From an optimization exercise on the open Yosys and OpenROAD flow, aimed at small area and few clock cycles; shortcuts taken in it are not production practice. Where RTL was checked, it was by simulation tests only, not by an equivalence proof against the original. Only the layout flow was run in runs 1 and 3; the RTL was not checked for function there. No activity file was given, so power comes from the tool's default toggle rates.

## config.mk

```make
export PLATFORM = sky130hd
export DESIGN_NAME = framer
export DESIGN_NICKNAME = framer
export VERILOG_FILES = /design/flow/design.v
export SDC_FILE = /design/flow/constraint.sdc
export NUM_CORES = 4
export LEC_CHECK = 0
export CAP_MARGIN = 20
export CORE_MARGIN = 2
export CORE_UTILIZATION = 60
export CTS_BUF_LIST = sky130_fd_sc_hd__clkbuf_4 sky130_fd_sc_hd__clkbuf_8
export CTS_CLUSTER_SIZE = 30
export PLACE_DENSITY = 0.7
export SLEW_MARGIN = 20
```

## constraint.sdc

```tcl
create_clock -name core_clock -period 5.5 [get_ports {clk}]
set_input_delay 1.1000 -clock core_clock [delete_from_list [all_inputs] [get_ports {clk}]]
set_output_delay 1.1000 -clock core_clock [all_outputs]
set_load 0.01 [all_outputs]
```

## design.v

```verilog
module framer #(
    parameter CAPACITY = 64
) (
    input  wire       clk,
    input  wire       rst,
    input  wire       rx_valid,
    input  wire [7:0] rx_data,
    output wire       rx_ready,
    output wire       tx_valid,
    output wire [7:0] tx_data,
    input  wire       tx_ready,
    output wire       proc_valid,
    output wire [5:0] proc_len,
    input  wire [5:0] proc_addr,
    input  wire       proc_we,
    input  wire [7:0] proc_wdata,
    output wire [7:0] proc_rdata,
    input  wire       proc_done,
    input  wire [5:0] proc_rlen
);
    localparam HEAD = 5;
    localparam TAIL = 1;
    localparam MAXP = CAPACITY - HEAD - TAIL;
    localparam [7:0] START_SENTINEL     = 8'h1B;
    localparam [7:0] TOKEN_SENTINEL     = 8'h0E;
    localparam [7:0] ANSWER_CKSUM_ERROR = 8'hB0;
    localparam [7:0] STATUS_CKSUM_ERROR = 8'hC1;
    localparam [2:0] P_START   = 3'd0,
                     P_SEQ     = 3'd1,
                     P_LEN_MSB = 3'd2,
                     P_LEN_LSB = 3'd3,
                     P_TOKEN   = 3'd4,
                     P_DATA    = 3'd5,
                     P_CKSUM   = 3'd6;
    localparam [1:0] T_IDLE = 2'd0,
                     T_HDR  = 2'd1,
                     T_PAY  = 2'd2,
                     T_CK   = 2'd3;
    reg [7:0] buffer [0:MAXP-1];
    reg [2:0] st;
    reg [7:0] ck;
    reg [7:0] seq;
    reg       len_hz;        
    reg [5:0] len;
    reg [5:0] cnt;
    reg       calling;       
    reg [1:0] ts;
    reg [5:0] tidx;          
    reg [5:0] rlen;
    reg       terr;          
    reg [7:0] tck;
    wire tx_fire  = (ts != T_IDLE) && tx_ready;
    wire tx_free  = (ts == T_IDLE) || ((ts == T_CK) && tx_ready);
    wire seq_free = !(ts == T_HDR) || (tidx[2:1] != 2'b00) ||
                    (tidx[0] && tx_ready);
    wire slot_free = (ts == T_IDLE) || (ts == T_CK) || terr ||
                     ((ts == T_PAY) && ((tidx > cnt) || ((tidx == cnt) && tx_ready)));
    assign proc_valid = calling && tx_free;
    assign proc_len   = len;
    wire [7:0] ck_next = ck ^ rx_data;
    wire       is_start = (rx_data == START_SENTINEL);
    reg rx_ok;
    always @(*) begin
        case (st)
            P_SEQ:   rx_ok = seq_free;
            P_DATA:  rx_ok = slot_free;
            P_CKSUM: rx_ok = tx_free || (ck_next == 8'h00);
            default: rx_ok = 1'b1;
        endcase
    end
    assign rx_ready = calling ? ((st == P_START) && !is_start) : rx_ok;
    wire rx_fire = rx_valid && rx_ready;
    wire call_end = proc_valid && proc_done;
    wire       tx_reads = (ts == T_PAY) && !terr;
    wire [5:0] rd_addr  = tx_reads ? tidx : proc_addr;
    wire [7:0] rd_byte = buffer[rd_addr];
    assign proc_rdata = rd_byte;
    wire       wr_en   = calling ? (proc_valid && proc_we) : (rx_fire && (st == P_DATA));
    wire [5:0] wr_addr = calling ? proc_addr : cnt;
    wire [7:0] wr_data = calling ? proc_wdata : rx_data;
    always @(posedge clk) begin
        if (wr_en && (wr_addr < MAXP))
            buffer[wr_addr] <= wr_data;
    end
    reg [7:0] tbyte;
    always @(*) begin
        case (ts)
            T_HDR: case (tidx[2:0])
                3'd0:    tbyte = START_SENTINEL;
                3'd1:    tbyte = seq;
                3'd2:    tbyte = 8'h00;
                3'd3:    tbyte = {2'b00, rlen};
                default: tbyte = TOKEN_SENTINEL;
            endcase
            T_PAY:   tbyte = terr ? (tidx[0] ? STATUS_CKSUM_ERROR : ANSWER_CKSUM_ERROR)
                                  : rd_byte;
            default: tbyte = tck;
        endcase
    end
    assign tx_valid = (ts != T_IDLE);
    assign tx_data  = tbyte;
    wire ld_ok  = call_end && (proc_rlen != 6'd0);
    wire ld_err = rx_fire && !calling && (st == P_CKSUM) && (ck_next != 8'h00);
    always @(posedge clk) begin
        if (rst) begin
            ts <= T_IDLE;
        end else if (ld_ok || ld_err) begin
            ts   <= T_HDR;
            tidx <= 6'd0;
            tck  <= 8'h00;
            terr <= ld_err;
            rlen <= ld_err ? 6'd2 : proc_rlen;
        end else if (tx_fire) begin
            tck  <= tck ^ tbyte;
            tidx <= tidx + 1'b1;
            case (ts)
                T_HDR: if (tidx[2]) begin
                    tidx <= 6'd0;
                    ts   <= T_PAY;
                end
                T_PAY: if (tidx + 1'b1 == rlen)
                    ts <= T_CK;
                default: ts <= T_IDLE;
            endcase
        end
    end
    always @(posedge clk) begin
        if (rst) begin
            st      <= P_START;
            calling <= 1'b0;
        end else begin
            if (call_end)
                calling <= 1'b0;
            if (rx_fire) begin
                case (st)
                    P_START: if (is_start) begin
                        ck <= rx_data;
                        st <= P_SEQ;
                    end
                    P_SEQ: begin
                        ck  <= ck_next;
                        seq <= rx_data;
                        st  <= P_LEN_MSB;
                    end
                    P_LEN_MSB: begin
                        ck     <= ck_next;
                        len_hz <= (rx_data == 8'h00);
                        st     <= P_LEN_LSB;
                    end
                    P_LEN_LSB: begin
                        ck  <= ck_next;
                        len <= rx_data[5:0];
                        cnt <= 6'd0;
                        st  <= (len_hz && (rx_data != 8'h00) && (rx_data <= MAXP))
                               ? P_TOKEN : P_START;
                    end
                    P_TOKEN: begin
                        ck <= ck_next;
                        st <= (rx_data == TOKEN_SENTINEL) ? P_DATA : P_START;
                    end
                    P_DATA: begin
                        ck  <= ck_next;
                        cnt <= cnt + 1'b1;
                        if (cnt + 1'b1 == len)
                            st <= P_CKSUM;
                    end
                    P_CKSUM: begin
                        st <= P_START;
                        if (ck_next == 8'h00)
                            calling <= 1'b1;
                    end
                    default: st <= P_START;
                endcase
            end
        end
    end
endmodule
```

## run.sh

```bash
#!/bin/bash
# synth_recipe.tcl (not shown) runs the flow's synth.tcl, then flattens the netlist and writes it again
# the make line also repeats each setting of config.mk as NAME=value (left out here)
make -C /OpenROAD-flow-scripts/flow DESIGN_CONFIG=/design/flow/config.mk WORK_HOME=/design/flow/orfs CLKGATE_MAP_FILE= SYNTH_SCRIPT=/design/flow/synth_recipe.tcl finish
```

==> reports/qor.txt, run 1 <==
Bufs on Longest Clock Path - 3
Setup Skew - 0.0310 ns
#FFs+latches synth - 520
Pre-antenna DRT Iters - 6
post-synth top area share - 0.661
Final nets - 2055
P_leak - 9.82 nW
grt total ovfl - 0
Rows - 72
drt first-iter violations - 1946
Synth async-reset ratio - 0
Seq/Total Area, Yosys - 0.666
Vias - 16600
WL final - 69000 um
I/O Buffers - 58
initial antenna violation count - 0
mean area per synthesized cell - 13.2 sq um
Worst Tran Pin Value - 0.960 ns
Tmin final - 5.37 ns
Critical Path RT - 4.40 ns
final worst path period share - 0.976
Slew Limit Fails - 0
critical path peak fanout - 8
Area Growth Syn to Fin - 18.9%
Max-slew headroom - 0.360
CTS sink cnt - 520
number of flops mapped to enable cells by yosys - 514
initial core utilization - 0.605
type of origin of the critical path - primary input
placed cell areas - 25600 sq um
Post-Syn Area - 23300 sq um
Max-Cap Viols - 0
total power - 7.95 mW
chip height - 201 um
# setup viols final - 0
synth top area cells - edfxtp_1, mux2i_1, nand2_1
Worst setup EP type - primary output
Crit Path Category - primary input to primary output
Antenna Cells - 0
first-pass GRT wire length - 101000 um
fmax - 186 MHz
final instance area - 27700 sq um
FF+latch area - 15600 sq um
GPL Wtd Cong - 0.975
DP Wirelength - 46000 um
Netlist cell types - 79
htree depth - 3
FILL cells - 2705
HP Class - flip-flop to flip-flop
worst skew pair latency - 0.65 ns
share of layout cells above drive strength 1 - 0.203
DRT antenna net count - 0
Die X - 201 um
RSZ-0062 raised after global routing - false
core area - 38600 sq um
PwrDens - 287 nW/um^2
YS warnings - 1
Ports - 59
Core Util, Final - 0.720
reg-to-reg slack, setup - 1.06 ns
most common flop cell mapped by yosys - edfxtp_1
maximum VDD drop - 0.274 mV
root buf cell - clkbuf_8
vias in the first global route - 16000
Wirelength per Cell - 26.7 um
GRT Resource Usage Total - 0.341
largest area contributor in the netlist - edfxtp_1
clk slew on worst S/H paths - 0.06 ns
DRC - 0
Hold Vio Cnt, Final - 0
outcome - complete, no violations
vias per cell - 6.43
largest net degree at the start of global routing - 59
TritonCTS clock tree - done
Multi-input gate area - 7410 sq um
Mapped Cells - 1763
total CTS buffers - 79
CP Data Arrival Time - 4.27 ns
Die Area - 40500 sq um
[sequential cells by signal, summed over array words and instances (netlist names), 6 cells and up]
register and flops:
ck 8, seq 8, len 6, rlen 6, tck 8, tidx 6, cnt 6, buffer 464
[cells in the final DEF (no fill, tap or decap), drive strengths merged, types with 16 or more instances in the layout]
master / count
inv: 51
xor2: 16
clkinv: 34
ha: 16
clkdlybuf4s50: 49
a211oi: 66
o21ai: 29
nand2: 272
nor2: 48
a21oi: 45
edfxtp: 514
xnor2: 17
buf: 211
nand3: 58
nor3: 70
mux2i: 129
a32oi: 19
nand2b: 19
a221oi: 18
clkbuf: 105
nand4: 17
a31oi: 50
[metal layers]
metal  share of wire  GRT usage
met4           0.041      0.134
met3           0.098     0.0692
met5               0          0
met2            0.47      0.533
met1            0.40      0.475
[power by group]
group / leakage (nW) / internal (mW) / total [mW] / switching (mW)
registers: 4.69 / 4.35 / 4.35 / 0.000199
clock network: 0.775 / 1.56 / 3.03 / 1.47
logic: 4.35 / 0.218 / 0.573 / 0.354
[synthesized netlist by cell type (18+ instances only)]
cell / number
a211oi_1: 66
a21oi_1: 44
a31oi_1: 45
a32oi_1: 19
buf_2: 48
clkbuf_1: 47
edfxtp_1: 514
inv_1: 52
mux2i_1: 128
nand2_1: 272
nand2b_1: 18
nand3_1: 58
nor2_1: 47
nor3_1: 70
o21ai_0: 27
[worst paths after layout]
check / start / end / cells past startpoint
max reg2reg: tidx[0] / buffer[43][4] / 13
max: proc_addr[1] / proc_rdata[2] / 13
min: ts[0] / ts[0] / 2
min reg2reg: ts[0] / ts[0] / 2
[what timing repair did]
item | CTS | global route
resized for setup | 42 | 39
setup endpoints to repair | 16 | 15
gates cloned | 4 | 2
hold buffers | 0 | 0
pin swaps | 10 | 12
endpoints found under the hold margin | 0 | 0
setup buffers | 10 | 10
[worst max-delay path: stages]
cell and delay [ns]:
clkdlybuf4s50_1 0.43, buf_4 0.17, buf_4 0.16, a31oi_4 0.21, buf_6 0.20, a211oi_1 0.06, a211oi_1 0.37, o21ai_0 0.18
nand2_1 0.22, nor2_1 0.08, o31ai_2 0.37, buf_4 0.19, clkdlybuf4s50_1 0.53
[stage by stage]
stage	setup TNS [ns]	hold WS [ns]	setup slack, ns	instances
floorplan	0	0.535	1.30	1763
global placement	-2.52	0.553	-0.475	2415
detailed placement	-2.12	0.580	-0.416	2415
CTS	-0.00299	0.618	-0.00269	2571
global route	0	0.635	0.00102	2584
finish	0	0.607	0.133	2584
[cell families (layout without fill, tap and decap cells)]
group | after synthesis | count (layout) | synth area share
AND/OR/NAND/NOR | 562 | 563 | 0.112
flip-flops | 520 | 520 | 0.666
AO/OA/AOI/OAI | 317 | 318 | 0.0989
buffers and inverters | 165 | 466 | 0.0326
multiplexers | 149 | 149 | 0.0680
XOR/XNOR | 34 | 34 | 0.0133
adder cells (fa/ha/maj) | 16 | 16 | 0.00858
[layout make-up]
type,instances,share of cell area
repair buffers,272,0.0886
multi-input cells,1080,0.267
inverters,52,0.00717
clock buffers,103,0.0461
well taps,518,0.0234
clock inverters,39,0.00722
flip-flops and latches,520,0.561
==> run 2: changes to the inputs <==
--- a/design.v
+++ b/design.v
@@ -66,3 +66,3 @@
             P_DATA:  rx_ok = slot_free;
-            P_CKSUM: rx_ok = tx_free || (ck_next == 8'h00);
+            P_CKSUM: rx_ok = tx_free;
             default: rx_ok = 1'b1;
@@ -73,4 +73,3 @@
     wire call_end = proc_valid && proc_done;
-    wire       tx_reads = (ts == T_PAY) && !terr;
-    wire [5:0] rd_addr  = tx_reads ? tidx : proc_addr;
+    wire [5:0] rd_addr = proc_valid ? proc_addr : tidx;
     wire [7:0] rd_byte = buffer[rd_addr];
--- a/config.mk
+++ b/config.mk
@@ -9,6 +9,4 @@
 export CORE_MARGIN = 2
-export CORE_UTILIZATION = 60
-export CTS_BUF_LIST = sky130_fd_sc_hd__clkbuf_4 sky130_fd_sc_hd__clkbuf_8
-export CTS_CLUSTER_SIZE = 30
-export PLACE_DENSITY = 0.7
+export CORE_UTILIZATION = 35
+export PLACE_DENSITY = 0.45
 export SLEW_MARGIN = 20
==> run 2 against run 1 <==
Against the previous run:
- worst setup slack got worse by 0.053 ns
- design area increased by 1.4%
- sequential share of layout area decreased by 0.75 points
- utilization decreased by 28 points
- clock power increased by 28%
- via count decreased by 10%
- critical path type unchanged
- largest cell class unchanged
==> reports/qor.txt, run 2 <==
largest area contributor in the netlist - edfxtp_1
critical path buffer and inverter count - 5 (-1)
mean area per synthesized cell - 13.7 sq um (+3.6%)
placed cell areas - 25700 sq um (+0.29%)
WL final - 70700 um (+2.6%)
Slew Limit Fails - 0 (unchanged)
cts hold-fix bufs - 0 (unchanged)
vias in the first global route - 15200 (-5.1%)
PwrDens - 297 nW/um^2 (+3.6%)
Final nets - 1941 (-5.5%)
YS warnings - 1 (unchanged)
outcome - complete, no violations
WHS Path Cells - 2 (unchanged)
Ports - 59 (unchanged)
GRT Resource Usage Total - 0.213 (-0.128)
Hold Vio Cnt, Final - 0 (unchanged)
fmax - 184 MHz (-0.98%)
Tmin final - 5.42 ns (+0.0533 ns)
FILL cells - 5876 (+120%)
Worst setup EP type - primary output
clk slew on worst S/H paths - 0.06 ns (about the same)
type of origin of the critical path - primary input
Max-Cap Viols - 0 (unchanged)
post-synth top area share - 0.682 (+0.0213)
maximum VDD drop - 0.248 mV (-9.4%)
max reg flops - 464 (unchanged)
DP Wirelength - 48100 um (+4.5%)
grt total ovfl - 0 (unchanged)
Area Growth Syn to Fin - 24.4%
Antenna Cells - 0 (unchanged)
final instance area - 28100 sq um (+1.4%)
Netlist cell types - 72 (-8.9%)
#FFs+latches synth - 520 (unchanged)
total CTS buffers - 59 (-25%)
vias per cell - 5.34 (-17%)
Largest stage delay, worst path - 0.57 ns (+0.04 ns)
final worst path period share - 0.986 (+0.00969)
Die X - 258 um (+28%)
worst skew pair latency - 0.64 ns (about the same)
DRT antenna net count - 0 (unchanged)
reg-to-reg endpoint - buffer[19][3]
Post-Syn Area - 22600 sq um (-3.1%)
share of layout cells above drive strength 1 - 0.213 (+0.0104)
Critical Path RT - 4.40 ns (about the same)
largest net degree at the start of global routing - 59 (unchanged)
Synth async-reset ratio - 0 (unchanged)
Die Area - 66700 sq um (+65%)
Max-slew headroom - 0.267 (-0.0931)
critical path peak fanout - 13 (+5)
core area - 64100 sq um (+66%)
# setup viols final - 0 (unchanged)
initial antenna violation count - 2 (+2)
top-count cell post-synth - edfxtp_1
worst hold path endpoint - ts[1]
Vias - 14900 (-10%)
Min Hold Slack - 0.570 ns (-0.0368 ns)
I/O Buffers - 58 (unchanged)
root buf cell - clkbuf_16
Worst path slowest cell - or4_4
chip height - 258 um (+28%)
Wirelength per Cell - 25.3 um (-5.1%)
Levels on crit path - 12 (-1)
P_leak - 9.81 nW (-0.11%)
RSZ-0062 raised after global routing - false
most common flop cell mapped by yosys - edfxtp_1
Mapped Cells - 1648 (-6.5%)
Bufs on Longest Clock Path - 3 (unchanged)
TritonCTS clock tree - done
Rows - 93 (+29%)
Seq/Total Area, Yosys - 0.688 (+0.0215)
most frequent cells after synthesis - edfxtp_1, nand2_1, mux2i_1
r2r startpoint - tidx[1]
first-pass GRT wire length - 104000 um (+2.5%)
crit path from - proc_addr[1]
number of flops mapped to enable cells by yosys - 514 (unchanged)
CTS sink cnt - 520 (unchanged)
Crit Path Category - primary input to primary output
commonest non-fill, non-tap cells in the layout - edfxtp_1, nand2_1, buf_4
commonest non-fill, non-tap cell in the layout - edfxtp_1
initial core utilization - 0.353 (-0.253)
Core Util, Final - 0.439 (-0.281)
Setup Skew - 0.0236 ns (-0.00738 ns)
synth top area cells - edfxtp_1, mux2i_1, nand2_1
DRC - 0 (unchanged)
CP Data Arrival Time - 4.32 ns (+0.05 ns)
reg-to-reg slack, setup - 1.25 ns (+0.19 ns)
htree depth - 2 (-1)
drt first-iter violations - 1248 (-36%)
HP Class - flip-flop to flip-flop
final setup TNS - 0 ns (unchanged)
Worst Reg-to-Reg Cells - 11 (-2)
GPL Wtd Cong - 0.814 (-16%)
Biggest register - buffer
family with the most delay on the worst path - buffers and inverters
HP Start - ts[1]
Worst Tran Pin Value - 1.10 ns (+0.136 ns)
Pre-antenna DRT Iters - 6 (unchanged)
CP cell instances - clkdlybuf4s50_1 > and2_4 > a22o_4 > buf_12 > buf_12 > mux2i_1 > mux2i_2 > o32ai_2 > or4_4 > o32ai_2 > buf_4 > clkdlybuf4s50_1
[run 2: cell types whose count changed in the layout (fill, tap and decap cells not counted), moves of 22 or more]
cell,before,now
clkbuf_16,2,61
clkbuf_8,81,0
nor2_1,46,105
buf_12,9,32
nor3_1,70,24
clkbuf_4,22,0
a211oi_1,66,22
a31oi_1,44,20
[run 2: final cells by class]
class                      instances  area (sq um)  area share
clock buffer                      70          1560      0.0555
clock inverter                    37           325      0.0116
inverter                          34           128     0.00454
multi-input combinational        996          6780       0.241
sequential                       520         15600       0.553
tap                              855          1070      0.0380
timing repair buffer             280          2710      0.0963
[run 2: kinds of logic (layout without fill, tap and decap cells)]
kind of cell,after synthesis,count (layout),share of synthesized area
compound gates,270,270,0.0906
xor+xnor,42,42,0.0163
fa+ha+maj,16,16,0.00885
buf+inv,132,421,0.0300
flops,520,520,0.688
mux,137,137,0.0653
simple gates,531,531,0.101
[run 2: where the power goes]
part	switching, mW	internal, mW	leakage [nW]	total, mW
combinational	0.0953	0.0369	4.19	0.132
sequential	0.000102	4.35	4.68	4.35
clock	1.62	2.25	0.927	3.87
[run 2: worst min-delay path, stage by stage (launching register included)]
cell and delay (ns):
dfxtp_2 0.34, mux2i_1 0.13, nor3_1 0.06
[run 2: stage by stage]
step | instances | setup slack [ns] | total power, mW
floorplan | 1648 | 1.04 | 4.48
global placement | 2665 | -0.699 | 4.57
detailed placement | 2665 | -0.761 | 4.57
CTS | 2791 | 0.00268 | 8.43
global route | 2792 | 0.000503 | 8.59
finish | 2792 | 0.0797 | 8.35
[run 2: worst max path at each step]
stage,endpoint,slack (ns)
finish,proc_rdata[1],0.08
global route,tx_data[4],0.0005
CTS,proc_rdata[4],0.003
detailed placement,tx_data[2],-0.76
global placement,tx_data[1],-0.70
floorplan,tx_data[5],1.04
[run 2: layer usage]
layer	up-vias	wire length (um)	track usage
met2	404	34000	0.351
met1	7618	31200	0.291
li1	6791	-	-
met3	97	3890	0.0346
met4	2	1660	0.0581
met5	-	18	0
[run 2: what timing repair did]
action | in CTS | in global routing
pin swaps | 20 | 12
cloned | 2 | 0
resized for setup | 82 | 23
endpoints found under the setup margin | 16 | 10
setup buffers | 17 | 1
endpoints found under the hold margin | 0 | 0
Testbench counts of run 2, summed over its fixed seeds: cycles 87,503.
==> run 3: changes to the inputs <==
--- a/design.v
+++ b/design.v
@@ -66,3 +66,3 @@
             P_DATA:  rx_ok = slot_free;
-            P_CKSUM: rx_ok = tx_free;
+            P_CKSUM: rx_ok = tx_free || (ck_next == 8'h00);
             default: rx_ok = 1'b1;
@@ -73,4 +73,15 @@
     wire call_end = proc_valid && proc_done;
-    wire [5:0] rd_addr = proc_valid ? proc_addr : tidx;
-    wire [7:0] rd_byte = buffer[rd_addr];
+    wire       tx_reads = (ts == T_PAY) && !terr;
+    wire [5:0] rd_addr  = tx_reads ? tidx : proc_addr;
+    wire [MAXP-1:0]   rsel;
+    wire [8*MAXP-1:0] rflat;
+    wire [7:0]        rd_byte;
+    genvar gi;
+    generate
+        for (gi = 0; gi < MAXP; gi = gi + 1) begin : g_rflat
+            assign rflat[8*gi +: 8] = buffer[gi];
+        end
+    endgenerate
+    framer_dec #(.N(MAXP)) u_rdec (.a(rd_addr), .sel(rsel));
+    framer_rmux #(.N(MAXP)) u_rmux (.sel(rsel), .d(rflat), .q(rd_byte));
     assign proc_rdata = rd_byte;
@@ -176 +187,28 @@
 endmodule
+module framer_dec #(
+    parameter N = 58
+) (
+    input  wire [5:0]   a,
+    output wire [N-1:0] sel
+);
+    genvar i;
+    generate
+        for (i = 0; i < N; i = i + 1) begin : g_sel
+            assign sel[i] = (a == i);
+        end
+    endgenerate
+endmodule
+module framer_rmux #(
+    parameter N = 58
+) (
+    input  wire [N-1:0]   sel,
+    input  wire [8*N-1:0] d,
+    output reg  [7:0]     q
+);
+    integer i;
+    always @(*) begin
+        q = 8'h00;
+        for (i = 0; i < N; i = i + 1)
+            q = q | (d[8*i +: 8] & {8{sel[i]}});
+    end
+endmodule
==> flow/run.sh (new file) <==
#!/bin/bash
# The standard layout, with plain buffers on the ports and no CTS dummy loads.
set -euo pipefail
export BUFFER_PORTS_ARGS="-buffer_cell sky130_fd_sc_hd__buf_2"
export REMOVE_ABC_BUFFERS=1
export CTS_ARGS="-sink_clustering_enable -repair_clock_nets -sink_clustering_size 25 -sink_clustering_max_diameter 100 -buf_list sky130_fd_sc_hd__clkbuf_16 -dont_use_dummy_load"
bash standard.sh > standard_flow.log 2>&1
==> standard.sh (new file) <==
#!/bin/bash
# synth_recipe.tcl (not shown) runs the flow's synth.tcl, then flattens the netlist and writes it again
# the make line also repeats each setting of config.mk as NAME=value (left out here)
make -C /OpenROAD-flow-scripts/flow DESIGN_CONFIG=/design/flow/config.mk WORK_HOME=/design/flow/orfs CLKGATE_MAP_FILE= SYNTH_SCRIPT=/design/flow/synth_recipe.tcl "${@:-finish}"
--- a/config.mk
+++ b/config.mk
@@ -9,4 +9,10 @@
 export CORE_MARGIN = 2
-export CORE_UTILIZATION = 35
-export PLACE_DENSITY = 0.45
+export CORE_UTILIZATION = 60
+export CTS_BUF_LIST = sky130_fd_sc_hd__clkbuf_16
+export CTS_CLUSTER_DIAMETER = 100
+export CTS_CLUSTER_SIZE = 25
+export GPL_TIMING_DRIVEN = 0
+export PLACE_DENSITY = 0.7
+export SETUP_SLACK_MARGIN = 0.1
 export SLEW_MARGIN = 20
+export SYNTH_HIERARCHICAL = 1
removed: run.sh
==> run 3 against run 2 <==
Against the previous run:
- via count shrank 6.5%
- highest routed layer unchanged
- wire length down 13%
- the layout now fails its checks (setup timing)
- clock power decreased by about 50%
- maximum frequency down 5.5%
- synthesized area decreased by 5.3%
- largest cell class unchanged
==> reports/qor.txt, run 3 <==
outcome - failed layout checks
violated checks - setup timing
root buf cell - clkbuf_16
grt total ovfl - 0 (unchanged)
dpl cells - 1839 (-31%)
Hold Vio Cnt, Final - 0 (unchanged)
Final Non-Filler Cells - 1922 (-31%)
maximum VDD drop - 0.286 mV (+15%)
clk slew on worst S/H paths - 0.10 ns (+0.04 ns)
Ports - 59 (unchanged)
I/O Buffers - 58 (unchanged)
Wirelength per Cell - 32.1 um (+27%)
Vias - 14000 (-6.5%)
Worst setup EP type - primary output
critical path peak fanout - 8 (-5)
max reg flops - 464 (unchanged)
Die X - 193 um (-25%)
Sequential Power Share - 0.660 (+0.139)
Netlist cell types - 71 (-1.4%)
Final nets - 1511 (-22%)
Setup Skew - 0.0164 ns (-0.00719 ns)
internal power - 5.22 mW (-21%)
r2r startpoint - ts[0]
htree depth - 1 (-1)
total power - 6.58 mW (-21%)
Mapped Cells - 1379 (-16%)
number of flops mapped to enable cells by yosys - 514 (unchanged)
HP Start - ts[1]
Synth async-reset ratio - 0 (unchanged)
Die Area - 37200 sq um (-44%)
reg-to-reg slack, setup - 1.02 ns (-0.23 ns)
post-synth top area share - 0.721 (+0.0383)
Worst Tran Pin Value - 1.29 ns (+0.193 ns)
HP Class - flip-flop to flip-flop
WL final - 61800 um (-13%)
total CTS buffers - 24 (-59%)
largest net degree at the start of global routing - 59 (unchanged)
Critical Path RT - 4.40 ns (about the same)
Area Growth Syn to Fin - 13.7%
CTS sink cnt - 520 (unchanged)
chip height - 193 um (-25%)
Rows - 69 (-26%)
Comb power frac - 0.047 (+0.031)
largest area contributor in the netlist - edfxtp_1
Crit Path Category - flip-flop to primary output
YS warnings - 8 (+7)
Pre-antenna DRT Iters - 6 (unchanged)
switch share - 0.206 (+0.000772)
cts hold-fix bufs - 0 (unchanged)
post-synthesis mux area share - 0.00906 (-0.0562)
Synth Area in Adders - 0.00935 (+0.000497)
vias in the first global route - 13000 (-14%)
Compound-Gate Fraction of Synth Area - 0.124 (+0.0335)
xor/xnor share of the synthesized area - 0.0150 (-0.00131)
Net Sw Power - 1.36 mW (-21%)
DRT antenna net count - 0 (unchanged)
final instance area - 24300 sq um (-13%)
# setup viols final - 7 (+7)
Worst Slack Setup Final - -0.236 ns (-0.315 ns)
Core Util, Final - 0.688 (+0.249)
fmax - 174 MHz (-5.5%)
Biggest register - buffer
placed cell areas - 22300 sq um (-13%)
initial antenna violation count - 2 (unchanged)
RSZ-0062 raised after global routing - true
GRT Resource Usage Total - 0.329 (+0.116)
core area - 35400 sq um (-45%)
Tmin final - 5.74 ns (+0.315 ns)
DRC - 0 (unchanged)
largest family of logic cells by synthesized area - compound AO/OA/AOI/OAI gates
synth top area cells - edfxtp_1, a221oi_1, a22o_1
Post-Syn Area - 21400 sq um (-5.3%)
most frequent cells after synthesis - edfxtp_1, a221oi_1, a22o_1
reg-to-reg endpoint - tck[0]
Max-slew headroom - 0.138 (-0.129)
P_leak - 7.60 nW (-22%)
Slew Limit Fails - 0 (unchanged)
top-count cell post-synth - edfxtp_1
share of layout cells above drive strength 1 - 0.277 (+0.0637)
GPL Wtd Cong - 0.955 (+17%)
DP Wirelength - 41100 um (-15%)
Seq/Total Area, Yosys - 0.726 (+0.0386)
TritonCTS clock tree - done
CP Data Arrival Time - 4.64 ns (+0.32 ns)
worst hold path endpoint - ts[1]
PwrDens - 270 nW/um^2 (-9.0%)
Bufs on Longest Clock Path - 3 (unchanged)
Worst Reg-to-Reg Cells - 19 (+8)
final worst path period share - 1.04 (+0.0573)
Simple-Gate Fraction of Synth Area - 0.0856 (-0.0156)
first-pass GRT wire length - 87300 um (-16%)
mean area per synthesized cell - 15.5 sq um (+13%)
most common flop cell mapped by yosys - edfxtp_1
WHS Path Cells - 2 (unchanged)
commonest non-fill, non-tap cells in the layout - edfxtp_1, a22o_1, buf_4
worst skew pair latency - 0.57 ns (-0.07 ns)
commonest non-fill, non-tap cell in the layout - edfxtp_1
initial core utilization - 0.605 (+0.252)
type of origin of the critical path - flip-flop
#FFs+latches synth - 520 (unchanged)
FILL cells - 2259 (-62%)
clock share of power - 0.293 (-0.170)
Max-Cap Viols - 0 (unchanged)
vias per cell - 7.26 (+36%)
drt first-iter violations - 2032 (+63%)
==> run 3: logic make-up after synthesis <==
family,after synthesis
compound gates,324
xor+xnor,34
fa+ha+maj,16
buf+inv,115
flops,520
mux,18
simple gates,352
==> run 3: through the flow <==
step	setup TNS (ns)	setup WS (ns)	hold slack, ns
after global routing	-1.14	-0.246	0.609
after detailed placement	-5.36	-0.770	0.564
final	-1.15	-0.236	0.580
after CTS	0	0.0707	0.578
after floorplan	0	0.269	0.533
after global placement	-17.53	-1.32	0.568
==> run 3: worst max path at each step <==
stage	endpoint	cells after the start	startpoint
3_3_place_gp	tx_data[1]	12	proc_addr[3]
4_1_cts	tx_data[0]	16	ts[0]
6_report	tx_data[5]	17	ts[0]
2_1_floorplan	tx_data[0]	11	proc_addr[3]
3_5_place_dp	tx_data[0]	14	ts[0]
5_1_grt	tx_data[5]	17	ts[0]
==> run 3: what timing repair did <==
item                       in CTS  in global routing
cloned                          3                  0
pin swaps                      24                 35
resized for setup             152                 44
setup endpoints to repair      19                  8
buffers inserted               30                 23
==> run 3: area by class of cell <==
cell class / count / area [sq um] / area share
Inverter: 19 / 73.8 / 0.00303
Clock buffer: 24 / 601 / 0.0247
Antenna cell: 2 / 5.00 / 0.000206
Timing Repair Buffer: 150 / 1070 / 0.0440
Sequential cell: 520 / 15600 / 0.639
Multi-Input combinational cell: 746 / 6460 / 0.265
Tap cell: 461 / 577 / 0.0237
==> run 3: metal layers <==
| metal | global-route usage | vias to the layer above | wire, um |
|---|---|---|---|
| li1 | - | 5757 | - |
| met1 | 0.448 | 6908 | 22500 |
| met2 | 0.502 | 1020 | 27500 |
| met3 | 0.0989 | 261 | 8260 |
| met4 | 0.130 | 4 | 3500 |
| met5 | 0 | - | 49 |
==> run 3: power groups by stage <==
stage | clock network (mW) | logic, mW | registers, mW
after floorplan | 0 | 0.106 | 4.43
after global placement | 0 | 0.218 | 4.44
after detailed placement | 0 | 0.225 | 4.44
after CTS | 1.92 | 0.272 | 4.35
after global routing | 2.05 | 0.314 | 4.34
final | 1.93 | 0.306 | 4.34
==> run 3: critical path, cell delays in order, from the launching register on <==
cell	delay, ns
dfxtp_4	0.38
inv_4	0.06
ha_4	0.17
nor2b_4	0.30
nand2_4	0.14
nand2_8	0.13
buf_4	0.14
nand4bb_4	0.20
nor2_2	0.14
a22o_1	0.26
a221oi_2	0.34
nand4_1	0.33
or4_4	0.63
nor2b_2	0.18
o21ai_2	0.15
nand3_1	0.12
a21boi_2	0.21
buf_2	0.16
==> run 4: changes to the inputs <==
--- a/design.v
+++ b/design.v
@@ -48,2 +48,3 @@
     reg [5:0] tidx;          
+    reg [7:0] tq;            
     reg [5:0] rlen;
@@ -53,6 +54,5 @@
     wire tx_free  = (ts == T_IDLE) || ((ts == T_CK) && tx_ready);
-    wire seq_free = !(ts == T_HDR) || (tidx[2:1] != 2'b00) ||
-                    (tidx[0] && tx_ready);
+    wire seq_free  = !((ts == T_HDR) && (tidx[2:0] == 3'd4) && !tx_ready);
     wire slot_free = (ts == T_IDLE) || (ts == T_CK) || terr ||
-                     ((ts == T_PAY) && ((tidx > cnt) || ((tidx == cnt) && tx_ready)));
+                     ((ts == T_PAY) && (tidx > cnt));
     assign proc_valid = calling && tx_free;
@@ -73,3 +73,3 @@
     wire call_end = proc_valid && proc_done;
-    wire       tx_reads = (ts == T_PAY) && !terr;
+    wire       tx_reads = ((ts == T_HDR) || (ts == T_PAY)) && !terr;
     wire [5:0] rd_addr  = tx_reads ? tidx : proc_addr;
@@ -94,15 +94,16 @@
     end
-    reg [7:0] tbyte;
+    wire       hdr_end = (tidx[2:0] == 3'd0);    
+    wire       last    = (ts == T_PAY) && (tidx == rlen);
+    reg  [7:0] tbyte;
     always @(*) begin
-        case (ts)
-            T_HDR: case (tidx[2:0])
-                3'd0:    tbyte = START_SENTINEL;
-                3'd1:    tbyte = seq;
-                3'd2:    tbyte = 8'h00;
-                3'd3:    tbyte = {2'b00, rlen};
-                default: tbyte = TOKEN_SENTINEL;
-            endcase
-            T_PAY:   tbyte = terr ? (tidx[0] ? STATUS_CKSUM_ERROR : ANSWER_CKSUM_ERROR)
-                                  : rd_byte;
-            default: tbyte = tck;
+        if (last)
+            tbyte = tck ^ tq;
+        else if ((ts == T_PAY) || hdr_end)
+            tbyte = terr ? (tidx[0] ? STATUS_CKSUM_ERROR : ANSWER_CKSUM_ERROR)
+                         : rd_byte;
+        else case (tidx[1:0])
+            2'd0:    tbyte = seq;
+            2'd1:    tbyte = 8'h00;
+            2'd2:    tbyte = {2'b00, rlen};
+            default: tbyte = TOKEN_SENTINEL;
         endcase
@@ -110,3 +111,3 @@
     assign tx_valid = (ts != T_IDLE);
-    assign tx_data  = tbyte;
+    assign tx_data  = tq;
     wire ld_ok  = call_end && (proc_rlen != 6'd0);
@@ -118,3 +119,4 @@
             ts   <= T_HDR;
-            tidx <= 6'd0;
+            tidx <= 6'd60;
+            tq   <= START_SENTINEL;
             tck  <= 8'h00;
@@ -123,10 +125,9 @@
         end else if (tx_fire) begin
-            tck  <= tck ^ tbyte;
+            tck  <= tck ^ tq;
+            tq   <= tbyte;
             tidx <= tidx + 1'b1;
             case (ts)
-                T_HDR: if (tidx[2]) begin
-                    tidx <= 6'd0;
-                    ts   <= T_PAY;
-                end
-                T_PAY: if (tidx + 1'b1 == rlen)
+                T_HDR: if (hdr_end)
+                    ts <= T_PAY;
+                T_PAY: if (last)
                     ts <= T_CK;
==> run.sh (new file) <==
#!/bin/bash
# synth_recipe.tcl (not shown) runs the flow's synth.tcl, then flattens the netlist and writes it again
# the make line also repeats each setting of config.mk as NAME=value (left out here)
make -C /OpenROAD-flow-scripts/flow DESIGN_CONFIG=/design/flow/config.mk WORK_HOME=/design/flow/orfs CLKGATE_MAP_FILE= SYNTH_SCRIPT=/design/flow/synth_recipe.tcl finish
--- a/config.mk
+++ b/config.mk
@@ -13,3 +13,2 @@
 export CTS_CLUSTER_SIZE = 25
-export GPL_TIMING_DRIVEN = 0
 export PLACE_DENSITY = 0.7
removed: flow/run.sh
removed: standard.sh
==> run 4 against run 3 <==
Against the previous run:
- now clean on timing, DRC and antenna
- cell count is 5.1% higher
- sequential share of layout area is 0.69 points lower
- design area is 2.6% higher
- clock skew is 0.0040 ns higher
- utilization is 1.6 points higher
- sequential cell count is 8 higher
- critical path depth is 6 lower
- wire length is 6.9% higher
- clock-buffer cell count is 1 higher
- critical path type is now primary input to primary output
- critical endpoint is now proc_rdata[1]
==> reports/qor.txt, run 4 <==
P_leak - 8.20 nW (+7.8%)
Crit Path Category - primary input to primary output
outcome - complete, no violations
vias in the first global route - 13500 (+3.7%)
Hold Vio Cnt, Final - 0 (unchanged)
most frequent cells after synthesis - edfxtp_1, a221oi_1, a22o_1
Post-Syn Area - 21600 sq um (+0.79%)
initial antenna violation count - 0 (-2)
Max-Cap Viols - 0 (unchanged)
GPL Wtd Cong - 1.01 (+5.7%)
critical path peak fanout - 14 (+6)
Wirelength per Cell - 32.7 um (+1.7%)
Ports - 59 (unchanged)
root buf cell - clkbuf_16
drt first-iter violations - 1738 (-14%)
Synth async-reset ratio - 0 (unchanged)
number of flops mapped to enable cells by yosys - 522 (+1.6%)
Vias - 14100 (+0.87%)
Worst setup EP type - primary output
YS warnings - 8 (unchanged)
Bufs on Longest Clock Path - 3 (unchanged)
DRC - 0 (unchanged)
final worst path period share - 0.985 (-0.0579)
RSZ-0062 raised after global routing - false
mean area per synthesized cell - 15.9 sq um (+2.5%)
grt total ovfl - 0 (unchanged)
PwrDens - 271 nW/um^2 (+0.34%)
first-pass GRT wire length - 94300 um (+8.0%)
FILL cells - 2373 (+5.0%)
top-count cell post-synth - edfxtp_1
cts hold-fix bufs - 0 (unchanged)
WL final - 66000 um (+6.9%)
maximum VDD drop - 0.380 mV (+33%)
HP Class - flip-flop to flip-flop
clk slew on worst S/H paths - 0.09 ns (about the same)
Slew Limit Fails - 0 (unchanged)
final instance area - 25000 sq um (+2.6%)
CP Data Arrival Time - 4.32 ns (-0.32 ns)
DP Wirelength - 47200 um (+15%)
max reg flops - 464 (unchanged)
post-synth top area share - 0.726 (+0.00545)
synth top area cells - edfxtp_1, a221oi_1, a22o_1
#FFs+latches synth - 528 (+1.5%)
Mapped Cells - 1356 (-1.7%)
I/O Buffers - 58 (unchanged)
placed cell areas - 23800 sq um (+6.4%)
share of layout cells above drive strength 1 - 0.224 (-0.0530)
TritonCTS clock tree - done
htree depth - 1 (unchanged)
largest area contributor in the netlist - edfxtp_1
Antenna Cells - 0 (-2)
Seq/Total Area, Yosys - 0.732 (+0.00540)
worst skew pair latency - 0.59 ns (+0.02 ns)
Area Growth Syn to Fin - 15.8%
type of origin of the critical path - primary input
CTS sink cnt - 528 (+1.5%)
Multi-input gate area - 5610 sq um (-13%)
Max-slew headroom - 0.261 (+0.124)
DRT antenna net count - 0 (unchanged)
Worst Tran Pin Value - 1.11 ns (-0.181 ns)
Die Area - 37500 sq um (+0.77%)
Rows - 69 (unchanged)
Biggest register - buffer
commonest non-fill, non-tap cell in the layout - edfxtp_1
Critical Path RT - 4.40 ns (about the same)
vias per cell - 6.97 (-4.0%)
total CTS buffers - 25 (+4.2%)
most common flop cell mapped by yosys - edfxtp_1
Setup Skew - 0.0204 ns (+0.00403 ns)
Pre-antenna DRT Iters - 5 (-1)
# setup viols final - 0 (-7)
Die X - 194 um (+0.39%)
Netlist cell types - 70 (-1.4%)
Final nets - 1605 (+6.2%)
core area - 35500 sq um (+0.24%)
chip height - 194 um (+0.39%)
fmax - 185 MHz (+5.9%)
largest net degree at the start of global routing - 59 (unchanged)
final setup TNS - 0 ns (+1.15 ns)
commonest non-fill, non-tap cells in the layout - edfxtp_1, buf_4, a22o_1
GRT Resource Usage Total - 0.349 (+0.0206)
Tmin final - 5.42 ns (-0.318 ns)
FF+latch area - 15800 sq um (+1.5%)
initial core utilization - 0.608 (+0.00332)
==> run 4: cell count changes in the layout (fill, tap and decap cells not counted), sizes merged, moves of 5 or more <==
cell,before,now
buf,150,210
clkdlybuf4s50,0,50
nor2,94,85
nand3,15,9
edfxtp,514,522
xnor2,27,32
dlygate4sd2,0,5
a221o,5,0
nand2,59,46
a21oi,21,12
==> run 4: path summary, 6_finish.rpt <==
kind              cells past startpoint  slack, ns            end          from
hold / removal                        2       0.59          ts[1]         ts[1]
hold reg to reg                       2       0.59          ts[1]         ts[1]
setup / recovery                     11       0.08  proc_rdata[1]  proc_addr[4]
setup reg to reg                     16       1.25          tq[5]         ts[0]
==> run 4: kinds of logic after synthesis <==
kind of cell / share of synthesized area
AOI/OAI and AO/OA: 0.120
xor gates and xnor gates: 0.0170
buffers and inverters: 0.0304
muxes: 0.0101
adders and majority gates: 0.00812
and+or+nand+nor: 0.0829
DFF: 0.732
==> run 4: layout make-up <==
class                           instances  share of cell area
Tap cell                              461              0.0231
Clock buffer                           25              0.0250
Timing Repair Buffer                  268              0.0908
Multi-Input combinational cell        716               0.224
Inverter                               18             0.00270
Sequential cell                       528               0.632
Clock inverter                          4             0.00190
==> run 4: metal layers <==
metal	share of wire	up-vias	GRT usage
met5	0	-	0.00128
met4	0.065	0	0.179
li1	-	5886	-
met2	0.45	911	0.544
met1	0.38	7062	0.484
met3	0.11	213	0.0548
==> run 4: timing repair <==
action,4_1_cts,5_1_grt
buffers inserted,3,12
hold endpoints to repair,0,0
setup endpoints to repair,8,8
resized for setup,65,26
pin swaps,8,11
gates cloned,0,1
==> run 4: critical path, stage by stage <==
cell and delay (ns):
clkdlybuf4s50_1 0.45, mux2_4 0.36, buf_4 0.17, nand4bb_1 0.11, buf_4 0.15, nor2_1 0.17, buf_4 0.23, a221oi_4 0.36
nand4_1 0.29, or4_4 0.60, dlygate4sd2_1 0.31
==> run 4: where the power goes <==
part | total, mW | switching [mW] | internal (mW)
clock network | 2.03 | 1.20 | 0.835
registers | 4.41 | 0.00134 | 4.41
logic | 0.334 | 0.203 | 0.131
==> run 4: through the flow <==
step	utilization	power, mW	worst slack (ns)	hold slack, ns	instances
detailed placement	0.670	4.81	-0.352	0.604	1974
global placement	0.669	4.80	-0.334	0.595	1974
finish	0.704	6.78	0.0827	0.588	2020
global route	0.704	6.91	0.0921	0.641	2020
CTS	0.697	6.77	0.0139	0.597	2006
floorplan	-	4.63	1.24	0.554	1356
Testbench counts of run 4, summed over its fixed seeds: cycles 87,179.
==> run 5: changes to the inputs <==
--- a/config.mk
+++ b/config.mk
@@ -13,2 +13,3 @@
 export CTS_CLUSTER_SIZE = 25
+export GPL_TIMING_DRIVEN = 0
 export PLACE_DENSITY = 0.7
==> run 5 against run 4 <==
Against the previous run:
- utilization decreased by 0.18 points
- synthesized area unchanged
- wire length decreased by 2.0%
- sequential cell count unchanged
- largest cell class unchanged
- cell count decreased by 3.3%
- sequential share of layout area increased by 0.16 points
- clock skew decreased by 0.0048 ns
- largest power group unchanged
- die area unchanged
- clock-buffer cell count unchanged
- critical endpoint unchanged
- synthesized cell count unchanged
==> reports/qor.txt, run 5 <==
outcome - complete, no violations
critical path peak fanout - 10 (-4)
most common flop cell mapped by yosys - edfxtp_1
#FFs+latches synth - 528 (unchanged)
Worst Tran Pin Value - 0.978 ns (-0.131 ns)
most frequent cells after synthesis - edfxtp_1, a221oi_1, a22o_1
Worst path slowest cell - or4_4
Die X - 194 um (unchanged)
post-synth top area share - 0.726 (unchanged)
FILL cells - 2339 (-1.4%)
largest area contributor in the netlist - edfxtp_1
Area Growth Syn to Fin - 15.5%
CP cell instances - inv_1 > ha_1 > nand2b_1 > buf_6 > mux2_4 > buf_4 > nand4bb_4 > nor2_1 > clkbuf_4 > a22o_1 > a221oi_2 > nand4_1 > or4_4 > clkbuf_2
Crit Path Category - flip-flop to primary output
Final nets - 1537 (-4.2%)
Ports - 59 (unchanged)
Hold Vio Cnt, Final - 0 (unchanged)
CTS sink cnt - 528 (unchanged)
GRT Resource Usage Total - 0.343 (-0.00620)
P_leak - 7.88 nW (-3.8%)
Slew Limit Fails - 0 (unchanged)
fmax - 185 MHz (+0.18%)
reg-to-reg endpoint - tq[5]
DRC - 0 (unchanged)
PwrDens - 271 nW/um^2 (-0.13%)
Mapped Cells - 1356 (unchanged)
chip height - 194 um (unchanged)
max reg flops - 464 (unchanged)
core area - 35500 sq um (unchanged)
Max-Cap Viols - 0 (unchanged)
r2r startpoint - ts[0]
Final Non-Filler Cells - 1954 (-3.3%)
initial antenna violation count - 0 (unchanged)
first-pass GRT wire length - 91900 um (-2.5%)
top-count cell post-synth - edfxtp_1
Max-slew headroom - 0.348 (+0.0871)
mean area per synthesized cell - 15.9 sq um (unchanged)
type of origin of the critical path - flip-flop
WHS Path Cells - 2 (unchanged)
CP Data Arrival Time - 4.31 ns (about the same)
HP Class - flip-flop to flip-flop
DRT antenna net count - 0 (unchanged)
WL final - 64700 um (-2.0%)
Biggest register - buffer
Pre-antenna DRT Iters - 5 (unchanged)
I/O Buffers - 58 (unchanged)
Worst Reg-to-Reg Cells - 17 (+1)
cts hold-fix bufs - 0 (unchanged)
Bufs on Longest Clock Path - 3 (unchanged)
Worst setup EP type - primary output
Largest stage delay, worst path - 0.68 ns (+0.08 ns)
share of layout cells above drive strength 1 - 0.230 (+0.00603)
Tmin final - 5.41 ns (-0.00949 ns)
YS warnings - 8 (unchanged)
synth top area cells - edfxtp_1, a221oi_1, a22o_1
Netlist cell types - 70 (unchanged)
Setup Skew - 0.0157 ns (-0.00476 ns)
maximum VDD drop - 0.266 mV (-30%)
Synth async-reset ratio - 0 (unchanged)
worst skew pair latency - 0.59 ns (about the same)
Wirelength per Cell - 33.1 um (+1.3%)
commonest non-fill, non-tap cell in the layout - edfxtp_1
grt total ovfl - 0 (unchanged)
largest net degree at the start of global routing - 59 (unchanged)
Seq/Total Area, Yosys - 0.732 (unchanged)
HP Start - ts[1]
root buf cell - clkbuf_16
Post-Syn Area - 21600 sq um (unchanged)
worst hold path endpoint - ts[1]
dpl cells - 1921 (-2.7%)
# setup viols final - 0 (unchanged)
reg-to-reg slack, setup - 1.13 ns (-0.12 ns)
Critical Path RT - 4.40 ns (about the same)
RSZ-0062 raised after global routing - true
initial core utilization - 0.608 (unchanged)
vias per cell - 7.01 (+0.67%)
clk slew on worst S/H paths - 0.09 ns (about the same)
Die Area - 37500 sq um (unchanged)
DP Wirelength - 45000 um (-4.6%)
GPL Wtd Cong - 1.00 (-0.84%)
htree depth - 1 (unchanged)
total CTS buffers - 25 (unchanged)
Vias - 13700 (-2.6%)
Rows - 69 (unchanged)
final worst path period share - 0.983 (-0.00173)
drt first-iter violations - 1857 (+6.8%)
number of flops mapped to enable cells by yosys - 522 (unchanged)
commonest non-fill, non-tap cells in the layout - edfxtp_1, a22o_1, nor2_1
Core Util, Final - 0.702 (-0.00180)
TritonCTS clock tree - done
vias in the first global route - 13000 (-3.5%)
[run 5: cell counts after synthesis]
No cell type changed its count.
[run 5: cell families after synthesis]
kind of cell	share of synthesized area
mux	0.0101
compound gates	0.120
fa+ha+maj	0.00812
xor+xnor	0.0170
simple gates	0.0829
flops	0.732
buf+inv	0.0304
[run 5: power by group]
part,leakage [nW],internal (mW),total (mW),switching (mW)
Sequential,4.75,4.41,4.41,0.000983
Clock,0.336,0.835,2.03,1.20
Combinational,2.80,0.108,0.306,0.198
[run 5: area by class of cell]
class | count | area, sq um | share of cell area
Clock inverter | 5 | 50.0 | 0.00201
Sequential cell | 528 | 15800 | 0.634
Inverter | 18 | 67.6 | 0.00271
Tap cell | 461 | 577 | 0.0231
Buffer | 86 | 621 | 0.0249
Clock buffer | 25 | 626 | 0.0251
Timing Repair Buffer | 115 | 1020 | 0.0409
Multi-Input combinational cell | 715 | 6170 | 0.247
Antenna cell | 1 | 2.50 | 0.000100
[run 5: critical path: cells and delay by family (launching register included)]
family          cells  cell delay, ns
fa+ha+maj           1            0.30
mux                 1            0.35
buf+inv             5            0.79
flops               1            0.35
simple gates        5            1.44
compound gates      2            0.47
[run 5: layer usage]
metal	GRT usage	share of wire
met5	0	0
met4	0.187	0.066
met3	0.0654	0.11
met2	0.526	0.45
met1	0.471	0.37
[run 5: worst max path at each step]
| stage | end | slack (ns) | cells past startpoint | start |
|---|---|---|---|---|
| finish | proc_rdata[1] | 0.09 | 14 | ts[0] |
| global route | proc_rdata[1] | 0.05 | 14 | ts[0] |
| CTS | proc_rdata[1] | 0.09 | 13 | ts[0] |
| detailed placement | proc_rdata[3] | -0.89 | 13 | proc_addr[1] |
| global placement | proc_rdata[3] | -0.84 | 13 | proc_addr[1] |
| floorplan | proc_rdata[2] | 1.24 | 11 | proc_addr[1] |
[run 5: repair_timing]
item	CTS	global route
resized for setup	123	43
setup buffers	3	7
cloned	0	1
pin swaps	23	21
endpoints found under the setup margin	8	8
[run 5: metrics by stage]
stage	power, mW	TNS [ns]	setup slack, ns	hold WS, ns	cell area, sq um
global placement	4.77	-6.18	-0.840	0.581	22700
CTS	6.74	0	0.0917	0.579	24700
finish	6.75	0	0.0922	0.578	24900
floorplan	4.63	0	1.24	0.554	21600
detailed placement	4.77	-6.48	-0.886	0.604	23400
global route	6.89	0	0.0477	0.599	24900
==> run 6: changes to the inputs <==
==> flow/run.sh (new file) <==
#!/bin/bash
# The standard layout, with plain buffers on the ports and no CTS dummy loads.
set -euo pipefail
export BUFFER_PORTS_ARGS="-buffer_cell sky130_fd_sc_hd__buf_2"
export CTS_ARGS="-sink_clustering_enable -repair_clock_nets -sink_clustering_size 25 -sink_clustering_max_diameter 100 -buf_list sky130_fd_sc_hd__clkbuf_16 -dont_use_dummy_load"
bash standard.sh > standard_flow.log 2>&1
==> standard.sh (new file) <==
#!/bin/bash
# synth_recipe.tcl (not shown) runs the flow's synth.tcl, then flattens the netlist and writes it again
# the make line also repeats each setting of config.mk as NAME=value (left out here)
make -C /OpenROAD-flow-scripts/flow DESIGN_CONFIG=/design/flow/config.mk WORK_HOME=/design/flow/orfs CLKGATE_MAP_FILE= SYNTH_SCRIPT=/design/flow/synth_recipe.tcl "${@:-finish}"
removed: run.sh
==> run 6 against run 5 <==
Against the previous run:
- sequential power is essentially flat
- sequential cell count unchanged
- largest power group unchanged
- cell count is 0.36% lower
- maximum frequency grew 1.4%
- critical endpoint is now proc_rdata[7]
- non-clock buffer count is 1 lower
- critical path type unchanged
==> reports/qor.txt, run 6 <==
Netlist cell types - 70 (unchanged)
total power - 6.66 mW (-1.3%)
#FFs+latches synth - 528 (unchanged)
Biggest register - buffer
DRC - 0 (unchanged)
Levels on crit path - 13 (-1)
Tmin final - 5.33 ns (-0.0743 ns)
reg-to-reg endpoint - tq[6]
maximum VDD drop - 0.380 mV (+42%)
Worst setup EP type - primary output
GRT Resource Usage Total - 0.340 (-0.00363)
Seq/Total Area, Yosys - 0.732 (unchanged)
Hold Vio Cnt, Final - 0 (unchanged)
family with the most delay on the worst path - simple AND/OR/NAND/NOR gates
Critical Path End - proc_rdata[7]
final setup TNS - 0 ns (unchanged)
Comb power frac - 0.043 (-0.002)
final worst path period share - 0.970 (-0.0135)
Worst path most repeated cell - buf_2
synth top area cells - edfxtp_1, a221oi_1, a22o_1
clock share of power - 0.295 (-0.006)
grt total ovfl - 0 (unchanged)
post-synth top area share - 0.726 (unchanged)
Largest stage delay, worst path - 0.60 ns (-0.08 ns)
commonest non-fill, non-tap cells in the layout - edfxtp_1, a22o_1, buf_2
Post-Syn Area - 21600 sq um (unchanged)
htree depth - 1 (unchanged)
HP Class - flip-flop to flip-flop
root buf cell - clkbuf_16
critical path peak fanout - 10 (unchanged)
CP Data Arrival Time - 4.23 ns (-0.08 ns)
Bufs on Longest Clock Path - 3 (unchanged)
P_leak - 7.74 nW (-1.9%)
core area - 35500 sq um (unchanged)
Mapped Cells - 1356 (unchanged)
vias in the first global route - 13100 (+0.67%)
first-pass GRT wire length - 91000 um (-0.96%)
Setup Skew - 0.0824 ns (+0.0667 ns)
Antenna Cells - 0 (-1)
Die Area - 37500 sq um (unchanged)
Worst Tran Pin Value - 1.11 ns (+0.130 ns)
Rows - 69 (unchanged)
initial antenna violation count - 1 (+1)
share of layout cells above drive strength 1 - 0.237 (+0.00698)
DRT antenna net count - 0 (unchanged)
dpl cells - 1922 (+0.052%)
outcome - complete, no violations
I/O Buffers - 58 (unchanged)
initial core utilization - 0.608 (unchanged)
Slew Limit Fails - 0 (unchanged)
placed cell areas - 23200 sq um (-1.2%)
number of flops mapped to enable cells by yosys - 522 (unchanged)
RSZ-0062 raised after global routing - false
type of origin of the critical path - flip-flop
switch share - 0.202 (-0.00477)
Net Sw Power - 1.35 mW (-3.6%)
most frequent cells after synthesis - edfxtp_1, a221oi_1, a22o_1
CP cell instances - inv_1 > ha_4 > nand2b_1 > buf_2 > o21ai_2 > nand2b_2 > buf_2 > nor2_1 > clkbuf_1 > a221oi_1 > nand4_1 > or4_4 > buf_2
Crit Path Category - flip-flop to primary output
Ports - 59 (unchanged)
total CTS buffers - 25 (unchanged)
Pre-antenna DRT Iters - 6 (+1)
# setup viols final - 0 (unchanged)
Die X - 194 um (unchanged)
most common flop cell mapped by yosys - edfxtp_1
internal power - 5.31 mW (-0.74%)
Worst Reg-to-Reg Cells - 18 (+1)
CTS sink cnt - 528 (unchanged)
Final Non-Filler Cells - 1947 (-0.36%)
max reg flops - 464 (unchanged)
Max-Cap Viols - 0 (unchanged)
Sequential Power Share - 0.662 (+0.009)
DP Wirelength - 45500 um (+1.0%)
PwrDens - 275 nW/um^2 (+1.5%)
clk slew on worst S/H paths - 0.10 ns (about the same)
commonest non-fill, non-tap cell in the layout - edfxtp_1
Worst path slowest cell - or4_4
YS warnings - 8 (unchanged)
worst skew pair latency - 0.60 ns (about the same)
Critical Path RT - 4.40 ns (about the same)
chip height - 194 um (unchanged)
Area Growth Syn to Fin - 12.3%
GPL Wtd Cong - 1.01 (+0.64%)
r2r startpoint - ts[1]
top-count cell post-synth - edfxtp_1
largest net degree at the start of global routing - 59 (unchanged)
Wirelength per Cell - 32.9 um (-0.80%)
crit path from - ts[1]
critical path buffer and inverter count - 5 (unchanged)
Synth async-reset ratio - 0 (unchanged)
Vias - 13600 (-0.58%)
largest area contributor in the netlist - edfxtp_1
Max-slew headroom - 0.259 (-0.0893)
Final nets - 1536 (-0.065%)
final instance area - 24200 sq um (-2.8%)
WL final - 64000 um (-1.2%)
reg-to-reg slack, setup - 1.09 ns (-0.04 ns)
mean area per synthesized cell - 15.9 sq um (unchanged)
drt first-iter violations - 1670 (-10%)
fmax - 187 MHz (+1.4%)
TritonCTS clock tree - done
vias per cell - 7.00 (-0.22%)
## run 6: logic make-up (layout without fill, tap and decap cells)
logic type	count (synthesis)	in the layout	synth area share
DFF	528	528	0.732
and+or+nand+nor	332	332	0.0829
AOI/OAI and AO/OA	307	307	0.120
xor gates and xnor gates	42	42	0.0170
buffers and inverters	113	243	0.0304
muxes	20	20	0.0101
adders and majority gates	14	14	0.00812
## run 6: worst min path at each step
stage,to,depth (start not counted),startpoint
2_1_floorplan,ts[1],2,ts[1]
3_3_place_gp,tck[1],2,tck[1]
3_5_place_dp,tck[4],2,tck[4]
4_1_cts,ts[1],2,ts[1]
5_1_grt,tck[1],2,tck[1]
6_report,ts[1],2,ts[1]
## run 6: power by group through the flow
stage | Clock (mW) | Sequential (mW) | Combinational (mW)
2_1_floorplan | 0 | 4.50 | 0.124
3_3_place_gp | 0 | 4.51 | 0.247
3_5_place_dp | 0 | 4.50 | 0.253
4_1_cts | 1.96 | 4.41 | 0.266
5_1_grt | 2.09 | 4.41 | 0.297
6_report | 1.96 | 4.41 | 0.286
## run 6: metrics by stage
step,setup WS (ns),hold WS [ns],util
2_1_floorplan,1.24,0.554,-
3_3_place_gp,-0.456,0.594,0.633
3_5_place_dp,-0.446,0.605,0.652
4_1_cts,0.0617,0.616,0.677
5_1_grt,0.0942,0.672,0.683
6_report,0.167,0.600,0.683
## run 6: final cells by class
type,count,area (sq um)
flip-flops and latches,528,15800
fillers,2452,11300
well taps,461,577
repair buffers,116,766
inverters,18,67.6
plain buffers,84,586
clock buffers,25,626
multi-input cells,715,5810
## run 6: tightest hold or removal path, delay by kind of cell, from the launching register on
family	cells	cell delay (ns)
flip-flops	1	0.38
AND/OR/NAND/NOR	1	0.10
multiplexers	1	0.08
## run 6: per-layer routing
layer	vias to the layer above	GRT usage	share of wire
li1	5752	-	-
met1	6865	0.458	0.37
met2	841	0.546	0.48
met3	166	0.0550	0.097
met4	0	0.165	0.058
met5	-	0	0
## run 6: repair_timing
item                                    CTS  global route
resized for setup                        54            35
hold buffers                              0             0
pin swaps                                 9             8
cloned                                    0             1
endpoints found under the setup margin    9             8
setup buffers                             3             7
==> run 7: changes to the inputs <==
--- a/flow/run.sh
+++ b/flow/run.sh
@@ -4,2 +4,3 @@
 export BUFFER_PORTS_ARGS="-buffer_cell sky130_fd_sc_hd__buf_2"
+export REMOVE_ABC_BUFFERS=1
 export CTS_ARGS="-sink_clustering_enable -repair_clock_nets -sink_clustering_size 25 -sink_clustering_max_diameter 100 -buf_list sky130_fd_sc_hd__clkbuf_16 -dont_use_dummy_load"
==> run 7 against run 6 <==
Against the previous run:
- still clean on timing, DRC and antenna
- combinational power is 5% lower
- utilization is 1.7 points lower
- sequential cell count stayed put
- die area stayed put
- clock power hardly changed
- critical path type unchanged
- largest cell class unchanged
==> reports/qor.txt, run 7 <==
Worst Reg-to-Reg Cells - 13 (-5)
worst skew pair latency - 0.59 ns (about the same)
Critical Path RT - 4.40 ns (about the same)
reg-to-reg slack, setup - 1.18 ns (+0.09 ns)
core area - 35500 sq um (unchanged)
Final nets - 1451 (-5.5%)
commonest non-fill, non-tap cell in the layout - edfxtp_1
Tmin final - 5.38 ns (+0.0425 ns)
max reg flops - 464 (unchanged)
reg-to-reg endpoint - tq[4]
outcome - complete, no violations
critical path peak fanout - 13 (+3)
xor/xnor share of the synthesized area - 0.0170 (unchanged)
chip height - 194 um (unchanged)
Area Growth Syn to Fin - 9.51%
Hold Vio Cnt, Final - 0 (unchanged)
number of flops mapped to enable cells by yosys - 522 (unchanged)
first-pass GRT wire length - 86600 um (-4.9%)
total power - 6.67 mW (about the same)
largest family of logic cells by synthesized area - compound AO/OA/AOI/OAI gates
root buf cell - clkbuf_16
Worst Slack Setup Final - 0.124 ns (-0.0425 ns)
# setup viols final - 0 (unchanged)
Antenna Cells - 0 (unchanged)
vias in the first global route - 12700 (-3.0%)
Synth Area in Adders - 0.00812 (unchanged)
cts hold-fix bufs - 0 (unchanged)
vias per cell - 7.29 (+4.3%)
grt total ovfl - 0 (unchanged)
DP Wirelength - 41900 um (-8.0%)
worst hold path endpoint - ts[1]
DRT antenna net count - 0 (unchanged)
mean area per synthesized cell - 15.9 sq um (unchanged)
clk slew on worst S/H paths - 0.10 ns (about the same)
Post-Syn Area - 21600 sq um (unchanged)
Rows - 69 (unchanged)
Min Hold Slack - 0.616 ns (+0.0160 ns)
type of origin of the critical path - flip-flop
Netlist cell types - 70 (unchanged)
Die X - 194 um (unchanged)
final worst path period share - 0.977 (+0.00772)
Simple-Gate Fraction of Synth Area - 0.0829 (unchanged)
maximum VDD drop - 0.259 mV (-32%)
drt first-iter violations - 1957 (+17%)
CTS sink cnt - 528 (unchanged)
WHS Path Cells - 2 (unchanged)
Compound-Gate Fraction of Synth Area - 0.120 (unchanged)
most frequent cells after synthesis - edfxtp_1, a221oi_1, a22o_1
largest area contributor in the netlist - edfxtp_1
htree depth - 1 (unchanged)
most common flop cell mapped by yosys - edfxtp_1
GPL Wtd Cong - 0.945 (-6.2%)
GRT Resource Usage Total - 0.316 (-0.0230)
Ports - 59 (unchanged)
post-synthesis mux area share - 0.0101 (unchanged)
largest net degree at the start of global routing - 59 (unchanged)
synth top area cells - edfxtp_1, a221oi_1, a22o_1
HP Class - flip-flop to flip-flop
Setup Skew - 0.0882 ns (+0.00579 ns)
post-placement setup slack - -0.170 ns (+0.277 ns)
Mapped Cells - 1356 (unchanged)
Max-slew headroom - 0.164 (-0.0945)
WL final - 60100 um (-6.0%)
share of layout cells above drive strength 1 - 0.215 (-0.0220)
Worst setup EP type - primary output
CP Data Arrival Time - 4.28 ns (+0.05 ns)
HP Start - ts[1]
top-count cell post-synth - edfxtp_1
Worst Tran Pin Value - 1.25 ns (+0.141 ns)
Die Area - 37500 sq um (unchanged)
Vias - 13600 (-0.30%)
P_leak - 7.32 nW (-5.3%)
post-synth top area share - 0.726 (unchanged)
Synth async-reset ratio - 0 (unchanged)
Bufs on Longest Clock Path - 3 (unchanged)
Crit Path Category - flip-flop to primary output
Seq/Total Area, Yosys - 0.732 (unchanged)
Slew Limit Fails - 0 (unchanged)
PwrDens - 282 nW/um^2 (+2.6%)
I/O Buffers - 58 (unchanged)
Max-Cap Viols - 0 (unchanged)
RSZ-0062 raised after global routing - true
Wirelength per Cell - 32.3 um (-1.8%)
initial core utilization - 0.608 (unchanged)
r2r startpoint - ts[0]
TritonCTS clock tree - done
YS warnings - 8 (unchanged)
DRC - 0 (unchanged)
fmax - 186 MHz (-0.79%)
initial antenna violation count - 2 (+1)
commonest non-fill, non-tap cells in the layout - edfxtp_1, a22o_1, a221oi_1
#FFs+latches synth - 528 (unchanged)
Pre-antenna DRT Iters - 5 (-1)
Biggest register - buffer
total CTS buffers - 25 (unchanged)
run 7: cell counts after synthesis:
Identical to the previous run, type by type.
run 7: worst max-delay path by stage:
| stage | start | to | slack [ns] | depth (start not counted) |
|---|---|---|---|---|
| 2_1_floorplan | proc_addr[1] | proc_rdata[3] | 1.45 | 8 |
| 3_3_place_gp | proc_addr[1] | proc_rdata[1] | -0.08 | 10 |
| 3_5_place_dp | proc_addr[1] | proc_rdata[1] | -0.17 | 10 |
| 4_1_cts | ts[0] | proc_rdata[1] | 0.08 | 11 |
| 5_1_grt | ts[0] | proc_rdata[0] | 0.07 | 11 |
| 6_report | ts[0] | proc_rdata[1] | 0.12 | 11 |
run 7: final cells by class:
type	instances	area (sq um)
fillers	2383	11800
clock buffers	25	626
flip-flops and latches	528	15800
well taps	461	577
inverters	18	67.6
repair buffers	115	782
multi-input cells	715	5790
run 7: cell families after synthesis:
family,Yosys count
flip-flops,528
AND/OR/NAND/NOR,332
AO/OA/AOI/OAI,307
buffers and inverters,113
XOR/XNOR,42
multiplexers,20
adder cells (fa/ha/maj),14
run 7: through the flow:
stage | TNS, ns | cell area [sq um] | cells | util
4_1_cts | 0 | 23300 | 1847 | 0.657
3_5_place_dp | -0.249 | 22500 | 1822 | 0.635
2_1_floorplan | 0 | 21000 | 1261 | -
6_report | 0 | 23600 | 1862 | 0.666
5_1_grt | 0 | 23600 | 1862 | 0.666
3_3_place_gp | -0.135 | 21900 | 1780 | 0.616
run 7: per-layer routing:
metal / wire [um] / share of wire / vias to the layer above / GRT usage
li1: - / - / 5587 / -
met1: 22700 / 0.38 / 6805 / 0.471
met2: 26600 / 0.44 / 978 / 0.468
met3: 7900 / 0.13 / 209 / 0.0635
met4: 2900 / 0.048 / 4 / 0.121
met5: 23 / 0.00038 / - / 0
run 7: repair_timing:
item	4_1_cts	5_1_grt
resized for setup	45	37
setup buffers	0	14
pin swaps	2	6
setup endpoints to repair	8	8
run 7: report_power, final:
group | leakage [nW] | switching, mW | internal [mW]
logic | 2.26 | 0.190 | 0.0837
clock network | 0.308 | 1.17 | 0.812
registers | 4.75 | 0.00142 | 4.41
run 7: worst max-delay path: stages (launching register included):
cell and delay (ns):
dfxtp_1 0.39, inv_1 0.08, ha_1 0.35, nand2b_4 0.14, o21ai_2 0.35, or2_4 0.32
nor2_1 0.31, a22o_1 0.31, a221oi_2 0.41, nand4_1 0.31, or4_4 0.55, buf_2 0.17

-- separate check: timing with driven ports --
The flow's constraints put no driver on any port. The routed layouts listed below were extracted and timed again, unchanged, in two steps.
Step 1 assumes that a clkbuf_16 drives the clock port and a buf_2 every other input.
Step 2 adds t to the input delays and takes it off the output delays; t is the mean of the earliest and latest rising clock arrival at the registers after step 1. Input paths then give back, and output paths get back, about the clock's delay inside the block.
Three values: no drivers, after step 1, after step 2; two values: the first two.
run	t (ns)	slack for setup (ns)	cell pins on the clock port's net
run 1	0.697	0.133 / 0.072 / 0.072	1
run 2	0.690	0.080 / 0.056 / 0.056	1
run 3	0.616	-0.236 / -0.291 / -0.140	1
run 4	0.635	0.083 / 0.036 / 0.036	1
run 5	0.635	0.092 / 0.039 / 0.045	1
run 6	0.613	0.167 / 0.111 / 0.446	1
run 7	0.598	0.124 / 0.069 / 0.511	1
For run 1, which loses most, drivers alone change the setup slack by -0.061 ns; drivers and shift together by -0.061 ns.
